From an optimization exercise on the open Yosys and OpenROAD flow, aimed at small area, a short achievable clock period and few clock cycles; shortcuts taken in it are not production practice.
Where RTL was checked, it was by simulation tests only, not by an equivalence proof against the original.
Only the layout flow was run in runs 1 and 2; the RTL was not checked for function there.
No activity file was given, so power comes from the tool's default toggle rates.

**flow/run.sh**
```bash
#!/bin/bash
# synth_recipe.tcl (not shown) runs the flow's synth.tcl, then flattens the netlist and writes it again
# the make line also repeats each setting of config.mk as NAME=value (left out here)
make -C /OpenROAD-flow-scripts/flow DESIGN_CONFIG=/design/flow/config.mk WORK_HOME=/design/flow/orfs CLKGATE_MAP_FILE= SYNTH_SCRIPT=/design/flow/synth_recipe.tcl finish
```
**flow/design.v**
```verilog
module lzw_encoder (
    input  wire       clk,
    input  wire       rst,
    input  wire       in_valid,
    output wire       in_ready,
    input  wire [7:0] in_data,
    input  wire       in_last,
    output wire       out_valid,
    input  wire       out_ready,
    output wire [7:0] out_data,
    output wire       out_last,
    output reg        done,
    output reg        err,
    output reg  [8:0] tok_count,
    output reg  [9:0] next_code
);
    localparam DICT_CAP = 384;
    localparam NENT     = DICT_CAP - 256;    
    localparam QD       = 4;                 
    localparam QW       = 2;                 
    reg       h_v, h_l, s_v, s_l;
    reg [7:0] h_d, s_d;
    assign in_ready = !s_v;
    wire in_fire = in_valid && !s_v;
    reg [8:0] pfx [0:NENT-1];    
    reg [7:0] byt [0:NENT-1];
    reg [7:0] ncnt;              
    reg [8:0] cur;               
    reg       have_cur;          
    reg       pend;              
    reg       drain;             
    reg [8:0]    q_code [0:QD-1];
    reg          q_last [0:QD-1];
    reg          q_err  [0:QD-1];
    reg [QW-1:0] q_wp, q_rp;
    reg [QW:0]   q_cnt;
    reg          q_full;         
    reg       hit;
    reg [6:0] hit_idx;
    integer   i;
    always @(*) begin
        hit     = 1'b0;
        hit_idx = 7'd0;
        for (i = 0; i < NENT; i = i + 1) begin
            if ((i < ncnt) && pfx[i] == cur && byt[i] == h_d) begin
                hit     = 1'b1;
                hit_idx = hit_idx | i[6:0];
            end
        end
    end
    wire full = ncnt[7];                        
    wire go   = h_v && !pend && !q_full;        
    wire miss_push = go && !drain && have_cur && !hit;
    wire pend_push = pend && !q_full;
    wire push = pend_push || miss_push;
    wire push_last = pend || full;
    wire push_err  = !pend && full;
    wire pop;    
    always @(posedge clk) begin
        if (go && have_cur && !drain && !full) begin
            pfx[ncnt[6:0]] <= cur;
            byt[ncnt[6:0]] <= h_d;
        end
        if (push) begin
            q_code[q_wp] <= cur;
            q_last[q_wp] <= push_last;
            q_err[q_wp]  <= push_err;
        end
    end
    always @(posedge clk) begin
        if (rst) begin
            h_v <= 1'b0; s_v <= 1'b0;
            have_cur <= 1'b0; pend <= 1'b0; drain <= 1'b0;
            ncnt <= 8'd0;
            q_wp <= {QW{1'b0}}; q_rp <= {QW{1'b0}};
            q_cnt <= {(QW+1){1'b0}}; q_full <= 1'b0;
        end else begin
            if (go) begin
                if (s_v) begin
                    h_v <= 1'b1; h_d <= s_d; h_l <= s_l;
                    s_v <= 1'b0;
                end else begin
                    h_v <= in_fire; h_d <= in_data; h_l <= in_last;
                end
            end else if (!h_v) begin
                h_v <= in_fire; h_d <= in_data; h_l <= in_last;
            end else if (in_fire) begin
                s_v <= 1'b1; s_d <= in_data; s_l <= in_last;
            end
            if (pend) begin
                if (!q_full) pend <= 1'b0;
            end else if (go) begin
                if (drain) begin
                    if (h_l) drain <= 1'b0;
                end else if (!have_cur) begin
                    cur  <= {1'b0, h_d};
                    ncnt <= 8'd0;
                    if (h_l) pend <= 1'b1;
                    else     have_cur <= 1'b1;
                end else if (hit) begin
                    cur <= {2'b10, hit_idx};
                    if (h_l) begin pend <= 1'b1; have_cur <= 1'b0; end
                end else if (full) begin
                    have_cur <= 1'b0;
                    if (!h_l) drain <= 1'b1;
                end else begin
                    ncnt <= ncnt + 8'd1;
                    cur  <= {1'b0, h_d};
                    if (h_l) begin pend <= 1'b1; have_cur <= 1'b0; end
                end
            end
            if (push) q_wp <= q_wp + 1'b1;
            if (pop)  q_rp <= q_rp + 1'b1;
            if (push && !pop) begin
                q_cnt  <= q_cnt + 1'b1;
                q_full <= (q_cnt == QD - 1);
            end else if (pop && !push) begin
                q_cnt  <= q_cnt - 1'b1;
                q_full <= 1'b0;
            end
        end
    end
    wire [8:0] hc = q_code[q_rp];
    wire       hl = q_last[q_rp];
    wire       he = q_err[q_rp];
    wire [3:0] c2 = hc / 100;
    wire [3:0] c1 = (hc / 10) % 10;
    wire [3:0] c0 = hc % 10;
    reg [15:0] csym;
    reg [2:0]  clen;
    always @(*) begin
        if (hc >= 9'd100) begin
            csym = {c2, c1, c0, 4'hC}; clen = 3'd4;
        end else if (hc >= 9'd10) begin
            csym = {c1, c0, 4'hC, 4'hC}; clen = 3'd3;
        end else begin
            csym = {c0, 4'hC, 4'hC, 4'hC}; clen = 3'd2;
        end
        if (hl) clen = clen - 3'd1;
    end
    reg        c_v, c_l, c_e;
    reg [15:0] c_sym;
    reg [2:0]  c_len;
    wire       c_take;           
    assign pop = (q_cnt != 0) && (!c_v || c_take);
    always @(posedge clk) begin
        if (rst) begin
            c_v <= 1'b0;
        end else if (!c_v || c_take) begin
            c_v <= (q_cnt != 0);
            c_sym <= csym; c_len <= clen; c_l <= hl; c_e <= he;
        end
    end
    reg        ov, ol;
    reg [7:0]  ob;
    reg [11:0] t_sym;        
    reg [1:0]  t_cnt;
    reg        t_last, t_err;
    reg [8:0]  ctok;         
    reg        newmsg;       
    reg        dwait;        
    assign out_valid = ov;
    assign out_data  = ob;
    assign out_last  = ol;
    wire adv = !ov || out_ready;
    wire blk = (ov && ol) || dwait;
    assign c_take = adv && !blk && (t_cnt == 2'd0) && c_v;
    wire last_fire = ov && out_ready && ol;
    function [7:0] symbyte(input [3:0] s);
        symbyte = {3'b001, s != 4'hC, s};
    endfunction
    always @(posedge clk) begin
        if (rst) begin
            ov <= 1'b0; ol <= 1'b0; t_cnt <= 2'd0;
            newmsg <= 1'b1; ctok <= 9'd0; dwait <= 1'b0;
            done <= 1'b0;
        end else begin
            if (adv) begin
                if (blk) begin
                    ov <= 1'b0;
                end else if (t_cnt != 2'd0) begin
                    ov    <= 1'b1;
                    ob    <= symbyte(t_sym[11:8]);
                    ol    <= t_last && (t_cnt == 2'd1);
                    t_sym <= {t_sym[7:0], 4'h0};
                    t_cnt <= t_cnt - 2'd1;
                end else if (c_v) begin
                    ov     <= 1'b1;
                    ob     <= symbyte(c_sym[15:12]);
                    ol     <= c_l && (c_len == 3'd1);
                    t_sym  <= c_sym[11:0];
                    t_cnt  <= c_len[1:0] - 2'd1;
                    t_last <= c_l;
                    t_err  <= c_e;
                    newmsg <= c_l;
                    ctok   <= newmsg ? 9'd1 : ctok + 9'd1;
                end else begin
                    ov <= 1'b0;
                end
            end
            done <= 1'b0;
            if (last_fire) begin
                err       <= t_err;
                tok_count <= ctok;
                next_code <= {1'b0, ctok} + 10'd255;
                if (t_err && drain) dwait <= 1'b1;
                else                done  <= 1'b1;
            end else if (dwait && !drain) begin
                dwait <= 1'b0;
                done  <= 1'b1;
            end
        end
    end
endmodule
```
**flow/constraint.sdc**
```tcl
create_clock -name core_clock -period 10.0 [get_ports {clk}]
set_input_delay 2.0000 -clock core_clock [delete_from_list [all_inputs] [get_ports {clk}]]
set_output_delay 2.0000 -clock core_clock [all_outputs]
set_load 0.01 [all_outputs]
```
**flow/config.mk**
```make
export PLATFORM = sky130hd
export DESIGN_NAME = lzw_encoder
export DESIGN_NICKNAME = lzw_encoder
export VERILOG_FILES = /design/flow/design.v
export SDC_FILE = /design/flow/constraint.sdc
export NUM_CORES = 4
export LEC_CHECK = 0
export CAP_MARGIN = 20
export CORE_MARGIN = 2
export CORE_UTILIZATION = 40
export SLEW_MARGIN = 20
```
==> out/qor.txt, run 1 <==
status - finished clean
CP Launch Point - ncnt[6]$_SDFFE_PP0P_
final weighted congestion in routability-driven placement - 0.880
library cells used by synthesis - 99
vias in the first global route - 55100
commonest non-fill, non-tap cell in the layout - edfxtp_1
Worst Setup Start Kind - flop
Clock Pin Slew Worst Setup and Hold Paths - 0.07 ns
All-Layer GR Usage - 0.200
GR Overflow Total - 0
Total Wirelength - 260 mm
RR Startpoint - ncnt[6]$_SDFFE_PP0P_
fmax - 140 MHz
Max FO, Critical Path - 27
wire length of the first global-routing pass - 383 mm
pwr dens - 192 nW/um^2
nets - 6881
Initial Util - 0.402
1st-pass router iterations - 6
final hold vios - 0
total clock sinks - 2340
Post-synth EDFFs - 2300
CP endpoint - q_cnt[2]$_SDFFE_PP0P_
Worst Path Arrival - 7.96 ns
# rows - 184
clock latency on the worst-skew pair - 0.90 ns
vias post-DR - 55700
Area growth syn-to-layout - 13.0%
layout cells sized above 1 - 0.0967
CTS HTree Levels - 4
clock buffer count from CTS - 234
Final TNS setup - 0 ns
Post-Synthesis Cell Area - 101000 sq um
Main synth FF type - edfxtp_1
final antenna-violating net count - 0
DR vias/cell - 5.35
routed len/inst - 25.0 um
CP required - 10.81 ns
IO Count - 45
FF+latch count, synth - 2340
min-delay worst type - flop to flop
Slew HR - 0.197
Die H - 507 um
# resized after CTS - 0
Tcrit/Tclk final - 0.715
Worst setup EP type - flop
Multi-input gate area - 29800 sq um
Inst Count DP - 9959
largest net degree at the start of global routing - 114
Crit Path Class - flop to flop
post-synthesis cell count - 6596
sequential share of the synthesized area - 0.690
skew final - 0.0610 ns
R2R depth - 17
input/output buffers - 41
CTS tree - yes
slew of the pin with the lowest slew margin - 1.20 ns
Fill cells - 21700
DP HPWL - 154 mm
worst reg2reg path endpoint - q_cnt[2]$_SDFFE_PP0P_
warnings from Yosys - 1
initial antenna violation count - 6
Setup Fix Bufs, Post-CTS - 0
Max Buffers Root-to-Sink - 3
hold_buf cts - 0
reg2reg setup slack - 2.85 ns
RSZ-0062 raised after global routing - no
die area - 257000 sq um
Die W - 507 um
Setup violations, final - 0
fin. max-slew vios - 0
CTS root buffer - clkbuf_16
maximum vdd drop - 0.172 mV
final critical-path required period - 7.15 ns
CORE AREA - 252000 sq um
Reg area - 69900 sq um
most frequent cells in the layout - edfxtp_1, xor2_1, xnor2_1, nor4_1, nand4_1
DR iter-0 viols - 5293
final hold slack - 0.434 ns
worst hold start - c_e$_DFFE_PP_
Max-cap violations - 0
residual DRC count - 0
mean post-synth cell area - 15.4 sq um
Post-Layout Cell Count - 10400
leakage - 36.0 nW
Post-synth ARST share - 0
-- worst min-delay path by stage --
stage | endpoint | cells after the start
after floorplan | t_err$_DFFE_PP_ | 0
after global placement | t_err$_DFFE_PP_ | 0
after detailed placement | t_err$_DFFE_PP_ | 0
after CTS | t_err$_DFFE_PP_ | 0
after global routing | t_err$_DFFE_PP_ | 0
final | t_err$_DFFE_PP_ | 0
-- final cells by class --
type | count | area share
flip-flops and latches | 2340 | 0.610
multi-input cells | 3900 | 0.261
clock buffers | 295 | 0.0539
well taps | 3348 | 0.0366
repair buffers | 333 | 0.0265
clock inverters | 138 | 0.0103
inverters | 39 | 0.00129
diodes | 7 | 0.000153
-- per-layer routing --
metal / GRT usage / vias to the layer above / wire, um
met1: 0.282 / 28700 / 115000
li1: - / 24800 / -
met2: 0.317 / 1747 / 120000
met4: 0.0609 / 0 / 7350
met5: 0 / - / 0
met3: 0.0318 / 375 / 16700
-- registers in the layout, indices dropped and copies added (netlist names), 4 cells and up, named ones only --
name and flops:
q_err 4, ncnt 8, cur 9, c_sym 12, s_d 8, ctok 9, t_sym 9, byt 1024
tok_count 9, ob 5, next_code 10, q_last 4, pfx 1152, q_code 36, h_d 8
-- worst max-delay path: stages (launching register included) --
cell and delay, ns:
dfxtp_1 0.98, nor2b_1 0.68, nand2_1 0.61, o2111ai_1 0.37
nor4_1 0.18, a31oi_1 0.53, nand4b_1 0.48, nor3_1 0.39
nand4_1 0.31, nor2_1 0.34, nand2_1 0.25, o22ai_1 0.54
ha_1 0.32, inv_1 0.07, fa_1 0.38, xor2_1 0.17
or3_1 0.30, a21oi_1 0.15
-- cells in the mapped netlist, drive strengths merged, types with 48 or more instances --
master | count | area share
clkbuf | 58 | 0.0021
xor2 | 1123 | 0.097
o2111ai | 48 | 0.0042
a21oi | 62 | 0.0031
nor4 | 325 | 0.020
nand3 | 98 | 0.0048
nand4 | 282 | 0.017
buf | 260 | 0.013
edfxtp | 2300 | 0.68
nor3 | 80 | 0.0040
xnor2 | 1079 | 0.093
nand2 | 139 | 0.0052
nor2 | 251 | 0.0094
-- per-stage QoR --
| step | cell area (sq um) | total power, mW | setup slack [ns] | utilization |
|---|---|---|---|---|
| 6_report | 114000 | 22.0 | 2.85 | 0.455 |
| 2_1_floorplan | 101000 | 13.1 | 3.52 | - |
| 4_1_cts | 114000 | 22.1 | 3.02 | 0.455 |
| 3_5_place_dp | 107000 | 13.7 | 3.03 | 0.426 |
| 5_1_grt | 114000 | 22.8 | 2.64 | 0.455 |
| 3_3_place_gp | 107000 | 13.7 | 2.96 | 0.425 |
-- cell families after synthesis --
| group | after synthesis | share of synthesized area |
|---|---|---|
| DFF | 2340 | 0.690 |
| xor gates and xnor gates | 2202 | 0.190 |
| and+or+nand+nor | 1310 | 0.0708 |
| buffers and inverters | 357 | 0.0170 |
| AOI/OAI and AO/OA | 320 | 0.0234 |
| muxes | 43 | 0.00577 |
| adders and majority gates | 22 | 0.00274 |
| other | 2 | 0.0000742 |
-- power breakdown --
part | switching (mW) | internal [mW] | leakage, nW
logic | 1.61 | 0.947 | 11.4
clock network | 3.74 | 4.70 | 3.57
registers | 0.0744 | 10.9 | 21.0
total | 5.42 | 16.6 | 36.0
==> run 2: changes to the inputs <==
--- a/flow/config.mk
+++ b/flow/config.mk
@@ -5,7 +5,9 @@
 export SDC_FILE = /design/flow/constraint.sdc
 export NUM_CORES = 4
 export LEC_CHECK = 0
+export ABC_CLOCK_PERIOD_IN_PS = 5000
 export CAP_MARGIN = 20
 export CORE_MARGIN = 2
 export CORE_UTILIZATION = 40
+export SETUP_SLACK_MARGIN = 5
 export SLEW_MARGIN = 20
==> run 2 against run 1 <==
Clock power is 3.9% higher. Non-clock buffer count rose by 203. Register-to-register slack gained 1.9 ns. Clock-buffer cell count down 13. Core utilization rose by 2.0 points. Die area unchanged. Via count up 6.9%. Largest power group unchanged.
==> out/qor.txt, run 2 <==
fmax - 189 MHz
hold_buf cts - 0
clock buffer count from CTS - 236
Worst setup EP type - flop
Max-cap violations - 0
GR Overflow Total - 0
top-count cell post-synth - edfxtp_1
Crit Path Class - flop to flop
max reg flops - 1152
Post-Synthesis Cell Area - 101000 sq um
library cells used by synthesis - 99
CP required - 10.59 ns
Post-synth top cells - edfxtp_1, xor2_1, xnor2_1
All-Layer GR Usage - 0.223
CTS HTree Levels - 4
mean post-synth cell area - 15.4 sq um
warnings from Yosys - 1
worst slack at placement - 3.40 ns
Total Wirelength - 312 mm
leakage - 38.5 nW
initial antenna violation count - 15
status - finished clean
Synth area leader - edfxtp_1
RSZ-0062 raised after global routing - yes
DR vias/cell - 5.61
residual DRC count - 0
CORE AREA - 252000 sq um
Inst Count DP - 9949
DR iter-0 viols - 7563
Slowest cell on crit path - mux4_2
Area growth syn-to-layout - 18.1%
final weighted congestion in routability-driven placement - 0.888
slew of the pin with the lowest slew margin - 1.25 ns
Die W - 507 um
Post-synth ARST share - 0
wire length of the first global-routing pass - 415 mm
Worst Path Arrival - 5.90 ns
CTS tree - yes
post-synthesis cell count - 6596
Slew HR - 0.161
Final TNS setup - 0 ns
min-delay worst type - flop to flop
Post-synth EDFFs - 2300
CP cell instances - mux4_2, nor2_4, inv_2, ha_4, or3b_4, o221a_4, a32oi_2, and2_4, buf_6, a21o_1, o211ai_1, or3_4, inv_4, ha_4, nand2_1, a221o_1, o31a_1, a221o_1, a211o_1, nand3_1, o311ai_1
Yosys top cell area share - 0.682
Die H - 507 um
Final WS setup - 4.70 ns
routed len/inst - 29.4 um
DP HPWL - 153 mm
clock latency on the worst-skew pair - 0.90 ns
fin. max-slew vios - 0
CTS root buffer - clkbuf_16
largest net degree at the start of global routing - 91
final antenna-violating net count - 0
layout cells sized above 1 - 0.141
most frequent cells in the layout - edfxtp_1, xor2_1, xnor2_1, buf_4, nor4_1
Main synth FF type - edfxtp_1
Max FO, Critical Path - 6
vias post-DR - 59500
Post-Layout Cell Count - 10600
1st-pass router iterations - 6
nets - 7089
total clock sinks - 2340
Synth area leaders - edfxtp_1, xor2_1, xnor2_1
FF+latch count, synth - 2340
die area - 257000 sq um
final critical-path required period - 5.30 ns
Tcrit/Tclk final - 0.530
commonest non-fill, non-tap cell in the layout - edfxtp_1
skew final - 0.0732 ns
IO Count - 45
Max Buffers Root-to-Sink - 3
sequential share of the synthesized area - 0.690
vias in the first global route - 55400
# rows - 184
input/output buffers - 41
Setup violations, final - 0
maximum vdd drop - 0.189 mV
final hold slack - 0.420 ns
Clock Pin Slew Worst Setup and Hold Paths - 0.06 ns
Initial Util - 0.402
pwr dens - 193 nW/um^2
Crit path largest cell delay - 0.59 ns
final hold vios - 0
Worst Setup Start Kind - flop
-- run 2: per-stage QoR --
| step | power, mW | util | instance area [sq um] |
|---|---|---|---|
| 2_1_floorplan | 13.2 | - | 102000 |
| 3_3_place_gp | 13.7 | 0.425 | 107000 |
| 3_5_place_dp | 13.8 | 0.426 | 107000 |
| 4_1_cts | 23.0 | 0.467 | 118000 |
| 5_1_grt | 23.9 | 0.475 | 120000 |
| 6_report | 23.1 | 0.475 | 120000 |
-- run 2: timing repair --
item                                    in CTS  in global routing
setup buffers                               81                 65
endpoints found under the hold margin        0                  0
gates resized for setup                    216                146
pin swaps                                   28                 27
endpoints found under the setup margin      90                 79
cloned                                      35                 35
-- run 2: worst paths after layout --
path / startpoint / to / slack, ns / depth (start not counted)
min: c_e$_DFFE_PP_ / t_err$_DFFE_PP_ / 0.42 / 0
min reg2reg: c_e$_DFFE_PP_ / t_err$_DFFE_PP_ / 0.42 / 0
max: flop / c_sym[13]$_DFFE_PP_ / 4.70 / 21
max reg2reg: flop / c_sym[13]$_DFFE_PP_ / 4.70 / 21
-- run 2: cell type report --
cell class	count	area, sq um
diodes	6	15.0
multi-input cells	3903	30700
repair buffers	536	7020
fillers	21300	132000
clock inverters	158	1480
flip-flops and latches	2340	69900
well taps	3348	4190
clock buffers	282	6140
inverters	39	154
-- run 2: where the power goes --
| group | internal, mW | total, mW | switching, mW |
|---|---|---|---|
| Clock | 4.94 | 8.77 | 3.83 |
| Combinational | 1.40 | 3.38 | 1.98 |
| Sequential | 10.9 | 11.0 | 0.0643 |
| Total | 17.3 | 23.1 | 5.88 |
-- run 2: worst max-delay path: cells and delay by family (launching register included) --
| family | cells | cell delay (ns) |
|---|---|---|
| adder cells (fa/ha/maj) | 2 | 0.35 |
| buffers and inverters | 3 | 0.25 |
| multiplexers | 1 | 0.59 |
| AO/OA/AOI/OAI | 9 | 2.03 |
| flip-flops | 1 | 0.40 |
| AND/OR/NAND/NOR | 6 | 1.35 |
-- run 2: cells by family (layout without fill, tap and decap cells) --
kind of cell	count (synthesis)	count (layout)	synth area share
muxes	43	46	0.00577
and+or+nand+nor	1310	1310	0.0708
AOI/OAI and AO/OA	320	320	0.0234
other	2	9	0.0000742
buffers and inverters	357	1015	0.0170
adders and majority gates	22	22	0.00274
DFF	2340	2340	0.690
xor gates and xnor gates	2202	2202	0.190
-- run 2: metal layers --
layer / global-route usage / wire length (um) / up-vias
met5: 0 / 24 / -
li1: - / - / 25300
met4: 0.0755 / 11100 / 4
met3: 0.0378 / 27700 / 541
met1: 0.317 / 131000 / 30800
met2: 0.347 / 142000 / 2863
==> run 3: changes to the inputs <==
--- a/flow/design.v
+++ b/flow/design.v
@@ -50,23 +50,27 @@
     end
     wire full = ncnt[7];                        
     wire go   = h_v && !pend && !q_full;        
-    wire miss_push = go && !drain && have_cur && !hit;
+    wire look = go && !drain && have_cur;       
+    wire miss_push = look && !hit;
     wire pend_push = pend && !q_full;
     wire push = pend_push || miss_push;
     wire push_last = pend || full;
     wire push_err  = !pend && full;
     wire pop;    
     always @(posedge clk) begin
-        if (go && have_cur && !drain && !full) begin
+        if (look && !full) begin
             pfx[ncnt[6:0]] <= cur;
             byt[ncnt[6:0]] <= h_d;
         end
-        if (push) begin
+        if (pend_push || look) begin
             q_code[q_wp] <= cur;
             q_last[q_wp] <= push_last;
             q_err[q_wp]  <= push_err;
         end
     end
+    wire [QW:0] q_inc = q_cnt + 1'b1;
+    wire [QW:0] q_dec = q_cnt - 1'b1;
+    wire        q_nf  = (q_cnt == QD - 1);
     always @(posedge clk) begin
         if (rst) begin
             h_v <= 1'b0; s_v <= 1'b0;
@@ -92,63 +96,74 @@
             end else if (go) begin
                 if (drain) begin
                     if (h_l) drain <= 1'b0;
-                end else if (!have_cur) begin
-                    cur  <= {1'b0, h_d};
-                    ncnt <= 8'd0;
-                    if (h_l) pend <= 1'b1;
-                    else     have_cur <= 1'b1;
-                end else if (hit) begin
-                    cur <= {2'b10, hit_idx};
-                    if (h_l) begin pend <= 1'b1; have_cur <= 1'b0; end
-                end else if (full) begin
-                    have_cur <= 1'b0;
-                    if (!h_l) drain <= 1'b1;
                 end else begin
-                    ncnt <= ncnt + 8'd1;
-                    cur  <= {1'b0, h_d};
-                    if (h_l) begin pend <= 1'b1; have_cur <= 1'b0; end
+                    cur <= (have_cur && hit) ? {2'b10, hit_idx} : {1'b0, h_d};
+                    if (!have_cur) begin
+                        ncnt <= 8'd0;
+                        if (h_l) pend <= 1'b1;
+                        else     have_cur <= 1'b1;
+                    end else if (hit) begin
+                        if (h_l) begin pend <= 1'b1; have_cur <= 1'b0; end
+                    end else if (full) begin
+                        have_cur <= 1'b0;
+                        if (!h_l) drain <= 1'b1;
+                    end else begin
+                        ncnt <= ncnt + 8'd1;
+                        if (h_l) begin pend <= 1'b1; have_cur <= 1'b0; end
+                    end
                 end
             end
             if (push) q_wp <= q_wp + 1'b1;
             if (pop)  q_rp <= q_rp + 1'b1;
             if (push && !pop) begin
-                q_cnt  <= q_cnt + 1'b1;
-                q_full <= (q_cnt == QD - 1);
+                q_cnt  <= q_inc;
+                q_full <= q_nf;
             end else if (pop && !push) begin
-                q_cnt  <= q_cnt - 1'b1;
+                q_cnt  <= q_dec;
                 q_full <= 1'b0;
             end
         end
     end
-    wire [8:0] hc = q_code[q_rp];
-    wire       hl = q_last[q_rp];
-    wire       he = q_err[q_rp];
-    wire [3:0] c2 = hc / 100;
-    wire [3:0] c1 = (hc / 10) % 10;
-    wire [3:0] c0 = hc % 10;
+    reg       a_v, a_l, a_e;
+    reg [8:0] a_code;
+    wire      a_take;            
+    assign pop = (q_cnt != 0) && (!a_v || a_take);
+    always @(posedge clk) begin
+        if (rst) begin
+            a_v <= 1'b0;
+        end else if (!a_v || a_take) begin
+            a_v    <= (q_cnt != 0);
+            a_code <= q_code[q_rp];
+            a_l    <= q_last[q_rp];
+            a_e    <= q_err[q_rp];
+        end
+    end
+    wire [3:0] c2 = a_code / 100;
+    wire [3:0] c1 = (a_code / 10) % 10;
+    wire [3:0] c0 = a_code % 10;
     reg [15:0] csym;
     reg [2:0]  clen;
     always @(*) begin
-        if (hc >= 9'd100) begin
+        if (a_code >= 9'd100) begin
             csym = {c2, c1, c0, 4'hC}; clen = 3'd4;
-        end else if (hc >= 9'd10) begin
+        end else if (a_code >= 9'd10) begin
             csym = {c1, c0, 4'hC, 4'hC}; clen = 3'd3;
         end else begin
             csym = {c0, 4'hC, 4'hC, 4'hC}; clen = 3'd2;
         end
-        if (hl) clen = clen - 3'd1;
+        if (a_l) clen = clen - 3'd1;
     end
     reg        c_v, c_l, c_e;
     reg [15:0] c_sym;
     reg [2:0]  c_len;
     wire       c_take;           
-    assign pop = (q_cnt != 0) && (!c_v || c_take);
+    assign a_take = a_v && (!c_v || c_take);
     always @(posedge clk) begin
         if (rst) begin
             c_v <= 1'b0;
         end else if (!c_v || c_take) begin
-            c_v <= (q_cnt != 0);
-            c_sym <= csym; c_len <= clen; c_l <= hl; c_e <= he;
+            c_v <= a_v;
+            c_sym <= csym; c_len <= clen; c_l <= a_l; c_e <= a_e;
         end
     end
     reg        ov, ol;
--- a/flow/config.mk
+++ b/flow/config.mk
@@ -5,9 +5,9 @@
 export SDC_FILE = /design/flow/constraint.sdc
 export NUM_CORES = 4
 export LEC_CHECK = 0
-export ABC_CLOCK_PERIOD_IN_PS = 5000
+export ABC_CLOCK_PERIOD_IN_PS = 3000
 export CAP_MARGIN = 20
 export CORE_MARGIN = 2
-export CORE_UTILIZATION = 40
+export CORE_UTILIZATION = 50
 export SETUP_SLACK_MARGIN = 5
 export SLEW_MARGIN = 20
==> run 3 against run 2 <==
Still clean. Clock-buffer cell count up 37. Worst setup slack better by 0.033 ns. Sequential share of layout area up 0.53 points. Hold slack about the same. Core utilization rose by 11 points. Design area is 0.48% lower. Synthesized area grew 0.73%. Critical path type unchanged. Critical endpoint is now cur[0]$_DFFE_PP_. Largest power group unchanged.
==> out/qor.txt, run 3 <==
All-Layer GR Usage - 0.284
residual DRC count - 0
Post-synth EDFFs - 2311
clock latency on the worst-skew pair - 0.88 ns
Die H - 456 um
mux share of post-synthesis cell area - 0.00575
Setup violations, final - 0
final antenna-violating net count - 0
maximum vdd drop - 0.171 mV
Worst Setup Start Kind - flop
most used cell along the critical path - or4_1
input/output buffers - 41
Initial Util - 0.504
Crit path largest cell delay - 0.95 ns
vias post-DR - 60600
DR iter-0 viols - 8703
XOR/XNOR share of the synthesized area - 0.189
fmax - 190 MHz
Synth area leaders - edfxtp_1, xor2_1, xnor2_1
largest net degree at the start of global routing - 96
# rows - 165
post-synthesis cell count - 6556
nets - 7078
final critical-path required period - 5.27 ns
Clock Pin Slew Worst Setup and Hold Paths - 0.06 ns
Tcrit/Tclk final - 0.527
min-delay worst type - flop to flop
CP cell instances - nor2_2, nand2_4, buf_4, o2111ai_1, or4_1, inv_1, nor4_1, nand4_1, or4_1, or3_1, mux2_2
Max FO, Critical Path - 24
Post-Synthesis Cell Area - 102000 sq um
GR Overflow Total - 0
Post-Layout Cell Count - 9922
fin. max-slew vios - 0
CORE AREA - 203000 sq um
wire length of the first global-routing pass - 423 mm
Main synth FF type - edfxtp_1
DR vias/cell - 6.11
CP bufs+invs - 2
Multi-input gate area - 30500 sq um
CP required - 10.62 ns
Post-synth ARST share - 0
Slowest cell on crit path - nor4_1
Inst Count DP - 9230
IO Count - 45
Final TNS setup - 0 ns
status - finished clean
Post-synth top cells - edfxtp_1, xor2_1, xnor2_1
Post-Synth Simple-Gate Area - 0.0681
Crit Path Class - flop to flop
Worst Path Arrival - 5.89 ns
clock buffer count from CTS - 240
Worst setup EP type - flop
Max Buffers Root-to-Sink - 3
layout cells sized above 1 - 0.143
most frequent cells in the layout - edfxtp_1, xor2_1, xnor2_1, buf_4, clkbuf_16
die area - 208000 sq um
Area growth syn-to-layout - 16.6%
CTS root buffer - clkbuf_16
Max-cap violations - 0
1st-pass router iterations - 8
Die W - 456 um
Synth area leader - edfxtp_1
CTS HTree Levels - 4
Slew HR - 0.151
top-count cell post-synth - edfxtp_1
Fill cells - 15400
mean post-synth cell area - 15.6 sq um
family with the most delay on the worst path - simple AND/OR/NAND/NOR gates
final weighted congestion in routability-driven placement - 0.880
pwr dens - 184 nW/um^2
RSZ-0062 raised after global routing - yes
total clock sinks - 2350
sequential share of the synthesized area - 0.688
leakage - 38.6 nW
largest family of logic cells by synthesized area - XOR/XNOR gates
initial antenna violation count - 15
Yosys top cell area share - 0.680
DP HPWL - 152 mm
FF+latch count, synth - 2350
vias in the first global route - 55400
slew of the pin with the lowest slew margin - 1.26 ns
compound-gate portion of the synthesized area - 0.0244
hold_buf cts - 0
commonest non-fill, non-tap cell in the layout - edfxtp_1
skew final - 0.0351 ns
routed len/inst - 33.4 um
final hold vios - 0
post-synthesis adder-cell area fraction - 0.00262
warnings from Yosys - 1
max reg flops - 1152
Total Wirelength - 332 mm
CTS tree - yes
Reg area - 70200 sq um
library cells used by synthesis - 105
-- run 3: cell types whose count changed after synthesis, moves of 11 or more --
cell,delta
buf_4,+96
xor2_1,-18
nand4_1,-18
xnor2_1,+21
o2111ai_1,+18
nand2_1,-31
buf_2,-129
edfxtp_1,+11
buf_6,+42
-- run 3: final timing paths --
kind / from / end / slack [ns] / cells past startpoint
worst max-delay path: ncnt[2]$_SDFFE_PP0P_ / cur[0]$_DFFE_PP_ / 4.73 / 11
worst min-delay path: c_e$_DFFE_PP_ / t_err$_DFFE_PP_ / 0.42 / 0
worst max register to register: ncnt[2]$_SDFFE_PP0P_ / cur[0]$_DFFE_PP_ / 4.73 / 11
worst min register to register: c_e$_DFFE_PP_ / t_err$_DFFE_PP_ / 0.42 / 0
-- run 3: cell type report --
cell class                 count  share of cell area
tap                         2672              0.0281
inverter                      36             0.00121
clock inverter               122             0.00745
clock buffer                 319              0.0538
sequential                  2350               0.590
timing repair buffer         562              0.0634
multi-input combinational   3855               0.256
antenna                        6            0.000126
-- run 3: logic make-up (layout without fill, tap and decap cells) --
family	Yosys count	in the layout
AO/OA/AOI/OAI	326	326
other	2	9
AND/OR/NAND/NOR	1259	1259
XOR/XNOR	2205	2205
flip-flops	2350	2350
multiplexers	41	41
adder cells (fa/ha/maj)	21	21
buffers and inverters	352	1039
-- run 3: what timing repair did --
action                                 CTS  global route
resized for setup                      192           150
setup buffers                           64            96
cloned                                  38            47
endpoints found under the hold margin    0             0
setup endpoints to repair               30             8
pin swaps                                9            15
-- run 3: power breakdown --
| part | total (mW) | switching [mW] | internal (mW) |
|---|---|---|---|
| combinational | 2.39 | 1.44 | 0.942 |
| sequential | 11.0 | 0.0839 | 10.9 |
| clock | 8.48 | 3.77 | 4.71 |
-- run 3: per-stage QoR --
step	worst slack (ns)	power, mW	hold WS (ns)	utilization	cell area [sq um]
finish	4.73	21.9	0.419	0.588	119000
global route	4.85	22.5	0.434	0.588	119000
CTS	4.96	21.7	0.421	0.574	116000
detailed placement	3.75	13.1	0.407	0.525	106000
global placement	3.78	13.1	0.403	0.525	106000
floorplan	4.46	12.7	0.400	-	102000
-- run 3: worst reg2reg max path, delay by kind of cell (launching register included) --
kind            cells  cell delay [ns]
simple gates        7             3.44
buf+inv             2             0.60
flops               1             0.47
mux                 1             0.28
compound gates      1             0.21
-- run 3: layer usage --
| layer | global-route usage | wire (um) |
|---|---|---|
| met1 | 0.404 | 134000 |
| met2 | 0.444 | 151000 |
| met3 | 0.0559 | 34400 |
| met4 | 0.0825 | 11800 |
| met5 | 0 | 86 |
Testbench counts of run 3, summed over its fixed seeds: cycles 145,037.
==> run 4: changes to the inputs <==
--- a/flow/config.mk
+++ b/flow/config.mk
@@ -5,9 +5,9 @@
 export SDC_FILE = /design/flow/constraint.sdc
 export NUM_CORES = 4
 export LEC_CHECK = 0
-export ABC_CLOCK_PERIOD_IN_PS = 3000
+export ABC_CLOCK_PERIOD_IN_PS = 5000
 export CAP_MARGIN = 20
 export CORE_MARGIN = 2
-export CORE_UTILIZATION = 50
+export CORE_UTILIZATION = 40
 export SETUP_SLACK_MARGIN = 5
 export SLEW_MARGIN = 20
==> run 4 against run 3 <==
Final cell count grew 6.9%. Sequential share of layout area shrank 0.17 points. Clock power grew 2%. Clock-buffer cell count shrank 19. Synthesized area is the same. Design area grew 0.26%. Global-route usage shrank 6.4 points. Die area grew 25%. Sequential cell count is the same. Hold slack gained 0.00060 ns. Sequential power is essentially flat.
==> out/qor.txt, run 4 <==
status - finished clean
sequential share of the synthesized area - 0.688
Clock Pin Slew Worst Setup and Hold Paths - 0.06 ns
All-Layer GR Usage - 0.219
final weighted congestion in routability-driven placement - 0.888
Final TNS setup - 0 ns
skew final - 0.0492 ns
Setup violations, final - 0
largest net degree at the start of global routing - 89
Worst setup EP type - flop
GR Overflow Total - 0
final critical-path required period - 4.95 ns
Crit path largest cell delay - 0.63 ns
CTS root buffer - clkbuf_16
pwr dens - 184 nW/um^2
leakage - 38.3 nW
warnings from Yosys - 1
Area growth syn-to-layout - 17.0%
Inst Count DP - 9954
initial antenna violation count - 16
Die H - 509 um
die area - 259000 sq um
DR iter-0 viols - 7309
Worst Path Arrival - 5.78 ns
Synth area leaders - edfxtp_1, xor2_1, xnor2_1
FF+latch count, synth - 2350
R2R depth - 20
hold depth - 0
CTS tree - yes
Max-cap violations - 0
Max FO, Critical Path - 18
nets - 7068
commonest non-fill, non-tap cell in the layout - edfxtp_1
Die W - 509 um
fin. max-slew vios - 0
DP HPWL - 155 mm
vias post-DR - 59300
min-delay worst type - flop to flop
DR vias/cell - 5.59
Slowest cell on crit path - or4_4
Post-synth ARST share - 0
Crit Path Class - flop to flop
routed len/inst - 29.4 um
Synth area leader - edfxtp_1
slew of the pin with the lowest slew margin - 1.27 ns
CTS HTree Levels - 4
Post-synth EDFFs - 2311
clock buffer count from CTS - 236
clock latency on the worst-skew pair - 0.92 ns
IO Count - 45
Max Buffers Root-to-Sink - 3
total clock sinks - 2350
CP cell instances - buf_8, buf_16, xor2_1, nor4_1, nand3_1, nor4_1, or4_4, a311o_1, or4_4, nor4_4, nand3_2, nor2_4, a21oi_2, inv_2, ha_4, inv_2, fa_2, xor2_1, or3_1, a21oi_1
residual DRC count - 0
Yosys top cell area share - 0.680
1st-pass router iterations - 5
hold_buf cts - 0
most frequent cells in the layout - edfxtp_1, xor2_1, xnor2_1, buf_4, nor4_1
layout cells sized above 1 - 0.142
vias in the first global route - 55000
input/output buffers - 41
CP required - 10.83 ns
Slew HR - 0.148
wire length of the first global-routing pass - 412 mm
Main synth FF type - edfxtp_1
Tcrit/Tclk final - 0.495
Post-Synthesis Cell Area - 102000 sq um
fmax - 202 MHz
RSZ-0062 raised after global routing - yes
library cells used by synthesis - 105
final antenna-violating net count - 0
mean post-synth cell area - 15.6 sq um
top-count cell post-synth - edfxtp_1
Worst Setup Start Kind - flop
# rows - 185
CORE AREA - 254000 sq um
post-synthesis cell count - 6556
maximum vdd drop - 0.185 mV
Post-synth top cells - edfxtp_1, xor2_1, xnor2_1
Total Wirelength - 312 mm
Initial Util - 0.402
final hold vios - 0
Post-Layout Cell Count - 10600
max reg flops - 1152
run 4: changes by cell type in the layout (fill, tap and decap cells not counted), sizes merged:
cell and change:
buf +18, bufbuf -11, clkbuf -32, clkinvlp +4, clkinv +3, bufinv +8
inv +1
run 4: path summary, 6_finish.rpt:
check / start / end / slack [ns]
max: h_d[7]$_DFFE_PP_ / q_cnt[2]$_SDFFE_PP0P_ / 5.05
min: c_e$_DFFE_PP_ / t_err$_DFFE_PP_ / 0.42
max reg2reg: h_d[7]$_DFFE_PP_ / q_cnt[2]$_SDFFE_PP0P_ / 5.05
min reg2reg: c_e$_DFFE_PP_ / t_err$_DFFE_PP_ / 0.42
run 4: final cells by class:
cell class                      count  area [sq um]
Multi-Input combinational cell   3855         30300
Tap cell                         3366          4210
Antenna cell                        6          15.0
Timing Repair Buffer              556          6920
Fill cell                       21700        135000
Inverter                           36           141
Clock buffer                      300          6150
Clock inverter                    138          1390
Sequential cell                  2350         70200
run 4: worst max-delay path: cells and delay by family (launching register included):
kind	cells	cell delay (ns)
simple gates	9	2.41
buf+inv	4	0.60
compound gates	3	0.55
fa+ha+maj	2	0.46
xor+xnor	2	0.37
flops	1	0.36
run 4: what timing repair did:
item,4_1_cts,5_1_grt
pin swaps,6,11
cloned,26,35
resized for setup,169,147
endpoints found under the setup margin,31,9
buffers inserted,55,93
run 4: metrics by stage:
| stage | cell area (sq um) | setup slack (ns) | power (mW) | util | hold WS [ns] |
|---|---|---|---|---|---|
| final | 119000 | 5.05 | 21.9 | 0.470 | 0.420 |
| after detailed placement | 107000 | 2.98 | 13.1 | 0.423 | 0.410 |
| after global placement | 107000 | 2.99 | 13.1 | 0.423 | 0.406 |
| after floorplan | 102000 | 4.46 | 12.7 | - | 0.400 |
| after CTS | 117000 | 5.00 | 21.9 | 0.461 | 0.422 |
| after global routing | 119000 | 4.96 | 22.6 | 0.470 | 0.437 |
run 4: metal layers:
layer	global-route usage	vias up	routed length, um
li1	-	25200	-
met1	0.309	30700	129000
met2	0.344	2877	143000
met3	0.0411	546	29200
met4	0.0697	12	10300
met5	0	-	75
run 4: kinds of logic (layout without fill, tap and decap cells):
family,Yosys count,count (layout),share of synthesized area
xor+xnor,2205,2205,0.189
flops,2350,2350,0.688
mux,41,41,0.00575
fa+ha+maj,21,21,0.00262
simple gates,1259,1259,0.0681
compound gates,326,326,0.0244
buf+inv,352,1030,0.0219
other cells,2,9,0.0000736
run 4: report_power, final:
part           internal (mW)  switching (mW)  total [mW]
clock network           4.82            3.85        8.67
registers               10.9          0.0825        11.0
logic                  0.896            1.37        2.26
==> run 5: changes to the inputs <==
==> flow/flow/run.sh (new file) <==
#!/bin/bash
set -euo pipefail
MARGIN=$(cat flow/margin.txt)
grep -v '^export SETUP_SLACK_MARGIN' config.mk > config.mk.new
echo "export SETUP_SLACK_MARGIN = ${MARGIN}" >> config.mk.new
mv config.mk.new config.mk
bash standard.sh > standard.log 2>&1
==> flow/flow/margin.txt (new file) <==
6.0
==> flow/standard.sh (new file) <==
#!/bin/bash
# synth_recipe.tcl (not shown) runs the flow's synth.tcl, then flattens the netlist and writes it again
# the make line also repeats each setting of config.mk as NAME=value (left out here)
make -C /OpenROAD-flow-scripts/flow DESIGN_CONFIG=/design/flow/config.mk WORK_HOME=/design/flow/orfs CLKGATE_MAP_FILE= SYNTH_SCRIPT=/design/flow/synth_recipe.tcl "${@:-finish}"
--- a/flow/config.mk
+++ b/flow/config.mk
@@ -5,9 +5,8 @@
 export SDC_FILE = /design/flow/constraint.sdc
 export NUM_CORES = 4
 export LEC_CHECK = 0
-export ABC_CLOCK_PERIOD_IN_PS = 5000
 export CAP_MARGIN = 20
 export CORE_MARGIN = 2
 export CORE_UTILIZATION = 40
-export SETUP_SLACK_MARGIN = 5
 export SLEW_MARGIN = 20
+export SETUP_SLACK_MARGIN = 6.0
removed: flow/run.sh
==> run 5 against run 4 <==
Via count up 4.4%. Fmax up 4.0%. Routed wire length up 9.9%. Register-to-register slack better by 0.19 ns. Core utilization up 2.1 points. Sequential share of layout area down 2.5 points. Sequential cell count unchanged. Clock-buffer cell count up 46. Largest cell class unchanged. Largest power group unchanged.
==> out/qor.txt, run 5 <==
Post-synth EDFFs - 2311
Setup violations, final - 0
Design Power - 23.4 mW
Post-synth top cells - edfxtp_1, xor2_1, xnor2_1
Main synth FF type - edfxtp_1
CTS tree - yes
routed len/inst - 31.7 um
1st-pass router iterations - 8
sequential share of the synthesized area - 0.688
worst reg2reg path endpoint - q_cnt[2]$_SDFFE_PP0P_
Crit Path Class - flop to flop
Synth area leader - edfxtp_1
vias post-DR - 62000
slew of the pin with the lowest slew margin - 1.09 ns
largest net degree at the start of global routing - 84
CP endpoint - q_cnt[2]$_SDFFE_PP0P_
post-synthesis cell count - 6556
compound-gate portion of the synthesized area - 0.0244
nets - 7289
GR Overflow Total - 0
Area growth syn-to-layout - 22.1%
Final WS setup - 5.25 ns
Worst Path Arrival - 5.58 ns
post-route cell area - 125000 sq um
CORE AREA - 254000 sq um
Tcrit/Tclk final - 0.475
post-synthesis adder-cell area fraction - 0.00262
mean post-synth cell area - 15.6 sq um
Max FO, Critical Path - 6
Synth area leaders - edfxtp_1, xor2_1, xnor2_1
RSZ-0062 raised after global routing - yes
RR Startpoint - ncnt[5]$_SDFFE_PP0P_
IO Count - 45
Post-Synthesis Cell Area - 102000 sq um
Die H - 509 um
hold_buf cts - 0
mux share of post-synthesis cell area - 0.00575
fmax - 210 MHz
# rows - 185
total clock sinks - 2350
Initial Util - 0.402
initial antenna violation count - 21
largest family of logic cells by synthesized area - XOR/XNOR gates
input/output buffers - 41
DR vias/cell - 5.73
clock buffer count from CTS - 274
wire length of the first global-routing pass - 459 mm
Post-Synth Simple-Gate Area - 0.0681
fin. max-slew vios - 0
Post-Layout Cell Count - 10800
Max-cap violations - 0
die area - 259000 sq um
max reg flops - 1152
reg2reg setup slack - 5.25 ns
leakage - 40.8 nW
Clock Pin Slew Worst Setup and Hold Paths - 0.06 ns
worst slack at placement - 3.65 ns
min-delay worst type - flop to flop
library cells used by synthesis - 105
CP required - 10.83 ns
Yosys top cell area share - 0.680
worst hold start - c_e$_DFFE_PP_
final hold vios - 0
DR iter-0 viols - 8591
vias in the first global route - 58600
Post-synth ARST share - 0
clock latency on the worst-skew pair - 0.92 ns
most frequent cells in the layout - edfxtp_1, xor2_1, xnor2_1, buf_4, clkbuf_16
skew final - 0.0673 ns
CTS root buffer - clkbuf_16
Cell Area, Placed - 107000 sq um
final antenna-violating net count - 0
R2R depth - 20
DP HPWL - 158 mm
Worst Setup Start Kind - flop
final weighted congestion in routability-driven placement - 0.898
Slew HR - 0.268
All-Layer GR Usage - 0.250
Worst setup EP type - flop
Final TNS setup - 0 ns
FF+latch count, synth - 2350
Inst Count DP - 9936
CP Launch Point - ncnt[5]$_SDFFE_PP0P_
final critical-path required period - 4.75 ns
commonest non-fill, non-tap cell in the layout - edfxtp_1
layout cells sized above 1 - 0.190
pwr dens - 187 nW/um^2
Total Wirelength - 343 mm
status - finished clean
maximum vdd drop - 0.195 mV
CTS HTree Levels - 5
Max Buffers Root-to-Sink - 4
warnings from Yosys - 1
Die W - 509 um
XOR/XNOR share of the synthesized area - 0.189
top-count cell post-synth - edfxtp_1
residual DRC count - 0
==> run 5: cell counts after synthesis <==
Identical to the previous run, type by type.
==> run 5: cell type report <==
cell class / count / area, sq um
diodes: 7 / 17.5
clock buffers: 346 / 7320
clock inverters: 114 / 992
fillers: 20900 / 129000
inverters: 36 / 165
multi-input cells: 3855 / 31800
flip-flops and latches: 2350 / 70200
well taps: 3366 / 4210
repair buffers: 739 / 9870
==> run 5: logic make-up after synthesis <==
| family | after synthesis |
|---|---|
| other | 2 |
| muxes | 41 |
| adders and majority gates | 21 |
| and+or+nand+nor | 1259 |
| xor gates and xnor gates | 2205 |
| DFF | 2350 |
| AOI/OAI and AO/OA | 326 |
| buffers and inverters | 352 |
==> run 5: power by group <==
| part | switching (mW) | internal (mW) |
|---|---|---|
| sequential | 0.0853 | 10.9 |
| clock | 3.91 | 5.61 |
| combinational | 1.60 | 1.22 |
==> run 5: worst min path at each step <==
stage / slack (ns) / end / cells after the start
6_report: 0.42 / t_err$_DFFE_PP_ / 0
5_1_grt: 0.44 / c_e$_DFFE_PP_ / 0
4_1_cts: 0.42 / c_e$_DFFE_PP_ / 0
3_5_place_dp: 0.41 / t_err$_DFFE_PP_ / 0
3_3_place_gp: 0.40 / t_err$_DFFE_PP_ / 0
2_1_floorplan: 0.40 / c_e$_DFFE_PP_ / 0
==> run 5: repair_timing <==
action / CTS / global route
resized for setup: 428 / 198
gates cloned: 71 / 22
setup endpoints to repair: 512 / 1153
setup buffers: 194 / 123
pin swaps: 53 / 85
==> run 5: worst max-delay path, stage by stage (launching register included) <==
cell	delay (ns)
dfxtp_4	0.36
buf_6	0.13
or2_1	0.32
a21o_2	0.38
buf_4	0.23
o2111ai_1	0.12
nor4_2	0.10
a31oi_1	0.34
nand2_1	0.18
a2111oi_4	0.53
and4_4	0.34
nand3_4	0.11
nor2_4	0.21
a21oi_4	0.06
inv_2	0.09
ha_4	0.14
inv_2	0.04
fa_2	0.32
xor2_1	0.17
or3_1	0.31
a21oi_1	0.16
==> run 5: routing by layer <==
layer  up-vias  part of all wire  GRT usage
met5         -           0.00044          0
met4        20             0.047     0.0987
met3       786              0.11     0.0566
met2      3611              0.45      0.388
met1     31800              0.39      0.341
li1      25700                 -          -
==> run 5: per-stage QoR <==
stage | hold WS [ns] | utilization
floorplan | 0.400 | -
global placement | 0.405 | 0.423
detailed placement | 0.409 | 0.423
CTS | 0.422 | 0.480
global route | 0.437 | 0.491
finish | 0.421 | 0.491
==> run 6: changes to the inputs <==
--- a/flow/design.v
+++ b/flow/design.v
@@ -16,8 +16,8 @@
 );
     localparam DICT_CAP = 384;
     localparam NENT     = DICT_CAP - 256;    
-    localparam QD       = 4;                 
-    localparam QW       = 2;                 
+    localparam QD       = 2;                 
+    localparam QW       = 1;                 
     reg       h_v, h_l, s_v, s_l;
     reg [7:0] h_d, s_d;
     assign in_ready = !s_v;
@@ -58,11 +58,11 @@
     wire push_err  = !pend && full;
     wire pop;    
     always @(posedge clk) begin
-        if (look && !full) begin
+        if (!full) begin
             pfx[ncnt[6:0]] <= cur;
             byt[ncnt[6:0]] <= h_d;
         end
-        if (pend_push || look) begin
+        if (!q_full) begin
             q_code[q_wp] <= cur;
             q_last[q_wp] <= push_last;
             q_err[q_wp]  <= push_err;
==> flow/run.sh (new file) <==
#!/bin/bash
# synth_recipe.tcl (not shown) runs the flow's synth.tcl, then flattens the netlist and writes it again
# the make line also repeats each setting of config.mk as NAME=value (left out here)
make -C /OpenROAD-flow-scripts/flow DESIGN_CONFIG=/design/flow/config.mk WORK_HOME=/design/flow/orfs CLKGATE_MAP_FILE= SYNTH_SCRIPT=/design/flow/synth_recipe.tcl finish
--- a/flow/config.mk
+++ b/flow/config.mk
@@ -5,8 +5,9 @@
 export SDC_FILE = /design/flow/constraint.sdc
 export NUM_CORES = 4
 export LEC_CHECK = 0
+export ABC_CLOCK_PERIOD_IN_PS = 5000
 export CAP_MARGIN = 20
 export CORE_MARGIN = 2
 export CORE_UTILIZATION = 40
+export SETUP_SLACK_MARGIN = 5
 export SLEW_MARGIN = 20
-export SETUP_SLACK_MARGIN = 6.0
removed: flow/flow/run.sh
removed: flow/flow/margin.txt
removed: flow/standard.sh
==> run 6 against run 5 <==
Still clean on timing, DRC and antenna. Core utilization down 3.2 points. Register-to-register slack worse by 0.21 ns. Sequential power about the same. Fmax down 4.3%. First-iteration DRC count down 31%. Via count down 9.0%. Global-route usage down 4.6 points.
==> out/qor.txt, run 6 <==
CORE AREA - 251000 sq um
Worst Setup Start Kind - flop
Total Wirelength - 279 mm
Post-Synthesis Cell Area - 101000 sq um
maximum vdd drop - 0.202 mV
post-route cell area - 115000 sq um
Worst setup EP type - flop
status - finished clean
vias post-DR - 56400
final hold vios - 0
clock buffer count from CTS - 235
Die W - 507 um
R2R depth - 17
library cells used by synthesis - 96
Slowest cell on crit path - or4_1
Synth area leader - edfxtp_1
Hold EP - c_e$_DFFE_PP_
final weighted congestion in routability-driven placement - 0.898
1st-pass router iterations - 5
final critical-path required period - 4.97 ns
Clock Pin Slew Worst Setup and Hold Paths - 0.06 ns
Post-synth ARST share - 0
largest net degree at the start of global routing - 107
input/output buffers - 41
DR iter-0 viols - 5944
layout cells sized above 1 - 0.112
Die H - 507 um
Critical Path Stages - 17
RR Startpoint - h_d[4]$_DFFE_PP_
FF+latch count, synth - 2325
clock latency on the worst-skew pair - 0.92 ns
CTS HTree Levels - 4
GR Overflow Total - 0
Post-synth EDFFs - 2289
max reg flops - 1152
hold depth - 0
Initial Util - 0.402
hold_buf cts - 0
Post-synth top cells - edfxtp_1, xor2_1, xnor2_1
most frequent cells in the layout - edfxtp_1, xor2_1, xnor2_1, nand4_1, nor4_1
CTS root buffer - clkbuf_16
Area growth syn-to-layout - 13.9%
family with the most delay on the worst path - simple AND/OR/NAND/NOR gates
Slew HR - 0.212
All-Layer GR Usage - 0.205
Synth area leaders - edfxtp_1, xor2_1, xnor2_1
skew final - 0.0660 ns
routed len/inst - 26.9 um
CTS tree - yes
Main synth FF type - edfxtp_1
RSZ-0062 raised after global routing - yes
slew of the pin with the lowest slew margin - 1.18 ns
initial antenna violation count - 13
CP cell instances - buf_8, buf_16, xor2_1, nor4_1, o2111ai_1, or4_1, nand3_1, or4_1, nor4_1, and3_4, a32oi_2, inv_1, ha_4, xor2_1, nor2_1, a21oi_1, nor2_1
CP required - 10.74 ns
DP HPWL - 155 mm
nets - 6854
mean post-synth cell area - 15.4 sq um
commonest non-fill, non-tap cell in the layout - edfxtp_1
warnings from Yosys - 1
worst reg2reg path endpoint - q_cnt[1]$_SDFFE_PP0P_
CP bufs+invs - 3
top-count cell post-synth - edfxtp_1
Max-cap violations - 0
wire length of the first global-routing pass - 388 mm
Max FO, Critical Path - 41
Worst Path Arrival - 5.71 ns
Max Buffers Root-to-Sink - 3
Cell Area, Placed - 107000 sq um
reg2reg setup slack - 5.03 ns
min-delay worst type - flop to flop
Yosys top cell area share - 0.680
worst slack at placement - 4.10 ns
final antenna-violating net count - 0
DR vias/cell - 5.43
leakage - 36.4 nW
worst hold start - a_e$_DFFE_PP_
IO Count - 45
vias in the first global route - 54000
residual DRC count - 0
Final WS setup - 5.03 ns
Design Power - 21.3 mW
Final TNS setup - 0 ns
Crit Path Class - flop to flop
Setup violations, final - 0
pwr dens - 185 nW/um^2
total clock sinks - 2325
die area - 257000 sq um
fin. max-slew vios - 0
fmax - 201 MHz
sequential share of the synthesized area - 0.687
# rows - 184
Crit path largest cell delay - 0.72 ns
post-synthesis cell count - 6563
Tcrit/Tclk final - 0.497
## run 6: cell types whose count changed after synthesis, sizes merged, moves of 14 or more
| cell | delta |
|---|---|
| o2111ai | -31 |
| a2111oi | +21 |
| xnor2 | -15 |
| nand4 | +33 |
| edfxtp | -22 |
| nor4 | -26 |
| xor2 | +14 |
## run 6: per-stage QoR
step	cells	hold slack [ns]	util
finish	10400	0.419	0.458
global route	10400	0.432	0.458
CTS	10400	0.423	0.456
detailed placement	9903	0.417	0.424
global placement	9900	0.410	0.424
floorplan	6564	0.400	-
## run 6: worst max path at each step
stage | startpoint | endpoint | slack (ns)
after global placement | ncnt[2]$_SDFFE_PP0P_ | cur[1]$_DFFE_PP_ | 3.07
final | h_d[4]$_DFFE_PP_ | q_cnt[1]$_SDFFE_PP0P_ | 5.03
after floorplan | cur[1]$_DFFE_PP_ | q_cnt[1]$_SDFFE_PP0P_ | 4.95
after detailed placement | h_d[7]$_DFFE_PP_ | cur[1]$_DFFE_PP_ | 4.10
after CTS | a_code[6]$_DFFE_PP_ | c_sym[10]$_DFFE_PP_ | 5.00
after global routing | a_code[6]$_DFFE_PP_ | c_sym[10]$_DFFE_PP_ | 4.94
## run 6: what timing repair did
action	CTS	global route
setup buffers	7	12
pin swaps	1	4
gates cloned	2	11
endpoints found under the setup margin	26	16
resized for setup	34	78
## run 6: metal layers
layer,share of wire,routed length (um),up-vias,GRT usage
li1,-,-,24800,-
met1,0.44,122000,29200,0.289
met2,0.46,128000,1959,0.316
met3,0.070,19400,490,0.0361
met4,0.037,10200,6,0.0748
met5,0.00013,37,-,0
## run 6: cells by family after synthesis
group | synth area share
XOR/XNOR | 0.191
AO/OA/AOI/OAI | 0.0251
other | 0.0000743
buffers and inverters | 0.0200
multiplexers | 0.00406
AND/OR/NAND/NOR | 0.0702
adder cells (fa/ha/maj) | 0.00220
flip-flops | 0.687
## run 6: power breakdown
group | switching [mW] | internal [mW] | total, mW
clock network | 3.78 | 5.01 | 8.79
logic | 1.04 | 0.579 | 1.62
registers | 0.0551 | 10.8 | 10.9
total | 4.88 | 16.4 | 21.3
## run 6: cell type report
cell class | count | area [sq um]
Sequential cell | 2325 | 69500
Timing Repair Buffer | 349 | 3570
Clock inverter | 155 | 1550
Inverter | 30 | 113
Multi-Input combinational cell | 3883 | 30100
Clock buffer | 286 | 6140
Fill cell | 21600 | 136000
Antenna cell | 3 | 7.51
Tap cell | 3348 | 4190
## run 6: worst register-to-register path, stage by stage (launching register included)
cell and delay [ns]:
edfxtp_1 0.43, buf_8 0.40, buf_16 0.43, xor2_1 0.21, nor4_1 0.50, o2111ai_1 0.20
or4_1 0.72, nand3_1 0.36, or4_1 0.24, nor4_1 0.08, and3_4 0.27, a32oi_2 0.29
inv_1 0.11, ha_4 0.17, xor2_1 0.15, nor2_1 0.06, a21oi_1 0.13, nor2_1 0.06
Testbench counts of run 6, summed over its fixed seeds: cycles 146,031.
==> run 7: changes to the inputs <==
--- a/flow/config.mk
+++ b/flow/config.mk
@@ -9,5 +9,8 @@
 export CAP_MARGIN = 20
 export CORE_MARGIN = 2
 export CORE_UTILIZATION = 40
+export CTS_BUF_LIST = sky130_fd_sc_hd__clkbuf_16
+export CTS_CLUSTER_DIAMETER = 80
+export CTS_CLUSTER_SIZE = 24
 export SETUP_SLACK_MARGIN = 5
 export SLEW_MARGIN = 20
==> run 7 against run 6 <==
Hold slack improved by 0.012 ns. Register-to-register slack improved by 0.05 ns. Sequential power barely moved.
==> out/qor.txt, run 7 <==
Die W - 507 um
CORE AREA - 251000 sq um
final hold vios - 0
top-count cell post-synth - edfxtp_1
wire length of the first global-routing pass - 380 mm
Max Buffers Root-to-Sink - 3
final antenna-violating net count - 0
CP required - 10.67 ns
Worst Setup Start Kind - flop
final weighted congestion in routability-driven placement - 0.898
vias in the first global route - 52300
Inst Count DP - 9903
maximum vdd drop - 0.158 mV
IO Count - 45
Worst setup EP type - flop
Clock Pin Slew Worst Setup and Hold Paths - 0.10 ns
layout cells sized above 1 - 0.0905
CTS HTree Levels - 3
Area growth syn-to-layout - 9.86%
DR iter-0 viols - 6117
Fill cells - 21900
Post-synth EDFFs - 2289
skew final - 0.0477 ns
RR Startpoint - cur[2]$_DFFE_PP_
CP cell instances - buf_4, buf_4, xor2_1, nor4_1, nand4_1, a2111oi_2, nor3_1, nand4_1, nor4_1, and3_4, a32oi_2, inv_1, ha_4, xor2_1, nor2_1, a21oi_1, nor2_1
DP HPWL - 155 mm
Slew HR - 0.225
CTS tree - yes
Post-Synthesis Cell Area - 101000 sq um
fin. max-slew vios - 0
pwr dens - 162 nW/um^2
most frequent cells in the layout - edfxtp_1, xor2_1, xnor2_1, nand4_1, nor4_1
Post-synth top cells - edfxtp_1, xor2_1, xnor2_1
Max FO, Critical Path - 30
FF+latch count, synth - 2325
warnings from Yosys - 1
Post-Layout Cell Count - 10100
commonest non-fill, non-tap cell in the layout - edfxtp_1
clock buffer count from CTS - 117
slew of the pin with the lowest slew margin - 1.16 ns
Final TNS setup - 0 ns
Crit path largest cell delay - 0.67 ns
CTS root buffer - clkbuf_16
sequential share of the synthesized area - 0.687
DR vias/cell - 5.49
GR Overflow Total - 0
family with the most delay on the worst path - simple AND/OR/NAND/NOR gates
reg2reg setup slack - 5.09 ns
residual DRC count - 0
Post-synth ARST share - 0
routed len/inst - 27.1 um
Synth area leaders - edfxtp_1, xor2_1, xnor2_1
RSZ-0062 raised after global routing - no
Total Wirelength - 274 mm
CP Launch Point - cur[2]$_DFFE_PP_
leakage - 34.5 nW
clock latency on the worst-skew pair - 0.83 ns
hold_buf cts - 0
status - finished clean
largest net degree at the start of global routing - 107
Tcrit/Tclk final - 0.491
final critical-path required period - 4.91 ns
Synth area leader - edfxtp_1
Max-cap violations - 0
Slowest cell on crit path - a2111oi_2
Worst Path Arrival - 5.58 ns
library cells used by synthesis - 96
Initial Util - 0.402
input/output buffers - 41
Die H - 507 um
All-Layer GR Usage - 0.200
nets - 6735
post-route core utilization - 0.442
max reg flops - 1152
initial antenna violation count - 16
CP bufs+invs - 3
Yosys top cell area share - 0.680
Crit Path Class - flop to flop
vias post-DR - 55500
worst hold start - a_e$_DFFE_PP_
# rows - 184
min-delay worst type - flop to flop
post-synthesis cell count - 6563
Main synth FF type - edfxtp_1
die area - 257000 sq um
Setup violations, final - 0
total clock sinks - 2325
fmax - 203 MHz
mean post-synth cell area - 15.4 sq um
1st-pass router iterations - 8
run 7: layout make-up:
class	instances	area [sq um]	share of cell area
sequential	2325	69500	0.626
multi-input combinational	3883	30100	0.271
antenna	2	5.00	0.0000451
clock buffer	120	3000	0.0270
clock inverter	59	638	0.00575
inverter	30	113	0.00101
timing repair buffer	348	3530	0.0318
tap	3348	4190	0.0377
run 7: timing repair:
action	4_1_cts	5_1_grt
pin swaps	1	3
setup buffers	7	13
setup endpoints to repair	26	15
cloned	1	10
resized for setup	42	70
run 7: kinds of logic after synthesis:
kind of cell	count (synthesis)	share of synthesized area
DFF	2325	0.687
xor gates and xnor gates	2204	0.191
and+or+nand+nor	1274	0.0702
buffers and inverters	356	0.0200
AOI/OAI and AO/OA	348	0.0251
muxes	36	0.00406
adders and majority gates	18	0.00220
other	2	0.0000743
run 7: power by group:
group	internal (mW)	switching, mW	total (mW)
Sequential	10.8	0.0544	10.8
Clock	2.42	3.13	5.55
Combinational	0.578	1.03	1.61
run 7: worst paths after layout:
| path | cells past startpoint | end |
|---|---|---|
| worst max-delay path | 17 | q_cnt[1]$_SDFFE_PP0P_ |
| worst min register to register | 0 | c_e$_DFFE_PP_ |
| worst max register to register | 17 | q_cnt[1]$_SDFFE_PP0P_ |
| worst min-delay path | 0 | c_e$_DFFE_PP_ |
run 7: metal layers:
metal,track usage,routed length (um),vias up
met4,0.0605,8760,10
met1,0.288,120000,28800
li1,-,-,24300
met2,0.314,126000,1976
met5,0,60,-
met3,0.0281,18700,387
run 7: through the flow:
| stage | hold WS (ns) | area [sq um] | total power, mW | setup slack [ns] |
|---|---|---|---|---|
| after floorplan | 0.400 | 102000 | 12.2 | 4.95 |
| after global placement | 0.410 | 106000 | 12.6 | 3.07 |
| after detailed placement | 0.417 | 107000 | 12.6 | 4.10 |
| after CTS | 0.431 | 110000 | 18.1 | 5.02 |
| after global routing | 0.444 | 111000 | 18.6 | 4.98 |
| final | 0.431 | 111000 | 18.0 | 5.09 |
==> run 8: changes to the inputs <==
--- a/flow/config.mk
+++ b/flow/config.mk
@@ -8,7 +8,7 @@
 export ABC_CLOCK_PERIOD_IN_PS = 5000
 export CAP_MARGIN = 20
 export CORE_MARGIN = 2
-export CORE_UTILIZATION = 40
+export CORE_UTILIZATION = 55
 export CTS_BUF_LIST = sky130_fd_sc_hd__clkbuf_16
 export CTS_CLUSTER_DIAMETER = 80
 export CTS_CLUSTER_SIZE = 24
==> run 8 against run 7 <==
Still clean on timing, DRC and antenna. Global-route usage rose by 8.3 points. Routed wire length rose by 1.9%. Final cell count fell by 8.2%. Register-to-register slack got worse by 0.12 ns. Non-clock buffer count rose by 27. Design area fell by 0.33%. Sequential power barely moved. First-iteration DRC count rose by 3.7%. Fmax fell by 2.3%. Clock power rose by 3%. Worst setup slack got worse by 0.12 ns. Synthesized cell count did not move. Critical path type unchanged. Critical endpoint unchanged.
==> out/qor.txt, run 8 <==
status - finished clean
CTS root buffer - clkbuf_16
Die H - 433 um
slew of the pin with the lowest slew margin - 1.25 ns
CTS HTree Levels - 3
Post-synth top cells - edfxtp_1, xor2_1, xnor2_1
IO Count - 45
top-count cell post-synth - edfxtp_1
reg2reg setup slack - 4.97 ns
largest net degree at the start of global routing - 121
Max Buffers Root-to-Sink - 3
GR Overflow Total - 0
1st-pass router iterations - 8
DP HPWL - 153 mm
Crit path largest cell delay - 0.66 ns
Area growth syn-to-layout - 9.50%
mean post-synth cell area - 15.4 sq um
Post-synth ARST share - 0
Die W - 433 um
pwr dens - 165 nW/um^2
worst hold start - c_e$_DFFE_PP_
input/output buffers - 41
warnings from Yosys - 1
die area - 187000 sq um
Worst Setup Start Kind - flop
Yosys top cell area share - 0.680
CP cell instances - buf_4, nand2b_1, nor2_1, a2111oi_2, buf_2, nand4_1, o21ai_0, or4_4, nor4_4, and3_2, a32oi_2, inv_1, ha_4, xor2_1, nor2_1, a21oi_1, nor2_1
commonest non-fill, non-tap cell in the layout - edfxtp_1
Tcrit/Tclk final - 0.503
CP Launch Point - ncnt[6]$_SDFFE_PP0P_
leakage - 34.9 nW
fmax - 199 MHz
# rows - 157
post-route cell area - 111000 sq um
Setup violations, final - 0
residual DRC count - 0
Synth area leader - edfxtp_1
Initial Util - 0.553
DR vias/cell - 5.99
hold_buf cts - 0
R2R depth - 17
RR Startpoint - ncnt[6]$_SDFFE_PP0P_
nets - 6766
RSZ-0062 raised after global routing - yes
Max FO, Critical Path - 17
min-delay worst type - flop to flop
most used cell along the critical path - nor2_1
CORE AREA - 183000 sq um
Worst Path Arrival - 5.71 ns
Hold EP - t_err$_DFFE_PP_
max reg flops - 1152
CP required - 10.68 ns
Worst setup EP type - flop
Crit Path Class - flop to flop
worst reg2reg path endpoint - q_cnt[1]$_SDFFE_PP0P_
final weighted congestion in routability-driven placement - 0.923
Main synth FF type - edfxtp_1
Total Wirelength - 279 mm
wire length of the first global-routing pass - 383 mm
final critical-path required period - 5.03 ns
clock latency on the worst-skew pair - 0.83 ns
most frequent cells in the layout - edfxtp_1, xor2_1, xnor2_1, nand4_1, nor4_1
Slew HR - 0.159
Post-Synthesis Cell Area - 101000 sq um
initial antenna violation count - 14
vias post-DR - 55600
Synth area leaders - edfxtp_1, xor2_1, xnor2_1
CTS tree - yes
final hold vios - 0
FF+latch count, synth - 2325
layout cells sized above 1 - 0.0983
[run 8: cell counts after synthesis]
No cell type changed its count.
[run 8: what timing repair did]
item,CTS,global route
endpoints found under the hold margin,0,0
setup endpoints to repair,26,14
gates resized for setup,66,83
setup buffers,22,17
pin swaps,5,5
gates cloned,9,13
[run 8: power breakdown]
part           leakage, nW  switching [mW]  internal, mW  total (mW)
clock                 1.93            3.20          2.52        5.72
sequential            20.9          0.0525          10.8        10.8
combinational         12.0            1.07         0.598        1.66
[run 8: layout make-up]
| cell class | instances | area (sq um) |
|---|---|---|
| timing repair buffer | 375 | 3990 |
| inverter | 30 | 113 |
| antenna | 6 | 15.0 |
| fill | 13800 | 72200 |
| multi-input combinational | 3883 | 30100 |
| tap | 2464 | 3080 |
| clock inverter | 77 | 726 |
| clock buffer | 126 | 3150 |
| sequential | 2325 | 69500 |
[run 8: routing by layer]
layer	global-route usage	share of wire	vias to the layer above
met2	0.443	0.46	2107
met3	0.0447	0.073	441
met4	0.0803	0.032	14
met5	0	0.00029	-
met1	0.413	0.43	28600
li1	-	-	24500
[run 8: how the worst max path moves through the flow]
stage                     cells past startpoint               endpoint  slack (ns)
final                                        17  q_cnt[1]$_SDFFE_PP0P_        4.97
after global routing                         21    c_sym[10]$_DFFE_PP_        4.98
after CTS                                    13       cur[0]$_DFFE_PP_        4.93
after detailed placement                     13       cur[0]$_DFFE_PP_        4.04
after global placement                       11       cur[1]$_DFFE_PP_        3.15
after floorplan                              18  q_cnt[1]$_SDFFE_PP0P_        4.95
[run 8: kinds of logic (layout without fill, tap and decap cells)]
family,Yosys count,count (layout),share of synthesized area
and+or+nand+nor,1274,1274,0.0702
other,2,9,0.0000743
adders and majority gates,18,18,0.00220
xor gates and xnor gates,2204,2204,0.191
buffers and inverters,356,608,0.0200
muxes,36,36,0.00406
AOI/OAI and AO/OA,348,348,0.0251
DFF,2325,2325,0.687
[run 8: stage by stage]
stage	worst slack (ns)	cells	hold slack (ns)	utilization	power, mW
global placement	3.15	9012	0.414	0.575	12.6
CTS	4.93	9249	0.443	0.601	18.2
global route	4.98	9280	0.452	0.605	18.8
detailed placement	4.04	9015	0.422	0.576	12.6
finish	4.97	9286	0.437	0.605	18.2
floorplan	4.95	6564	0.400	-	12.2
[run 8: critical path: cells and delay by family (launching register included)]
kind,cells,cell delay (ns)
compound gates,4,0.85
xor+xnor,1,0.16
fa+ha+maj,1,0.15
buf+inv,3,0.69
flops,1,0.49
simple gates,8,2.53

Check on run 8: ideal ports give 4.968 ns setup slack; a clkbuf_16 on the clock port and buf_2 on the inputs give 4.968 ns; moving port delays by the midpoint clock arrival (0.890 ns) as well gives 4.968 ns.
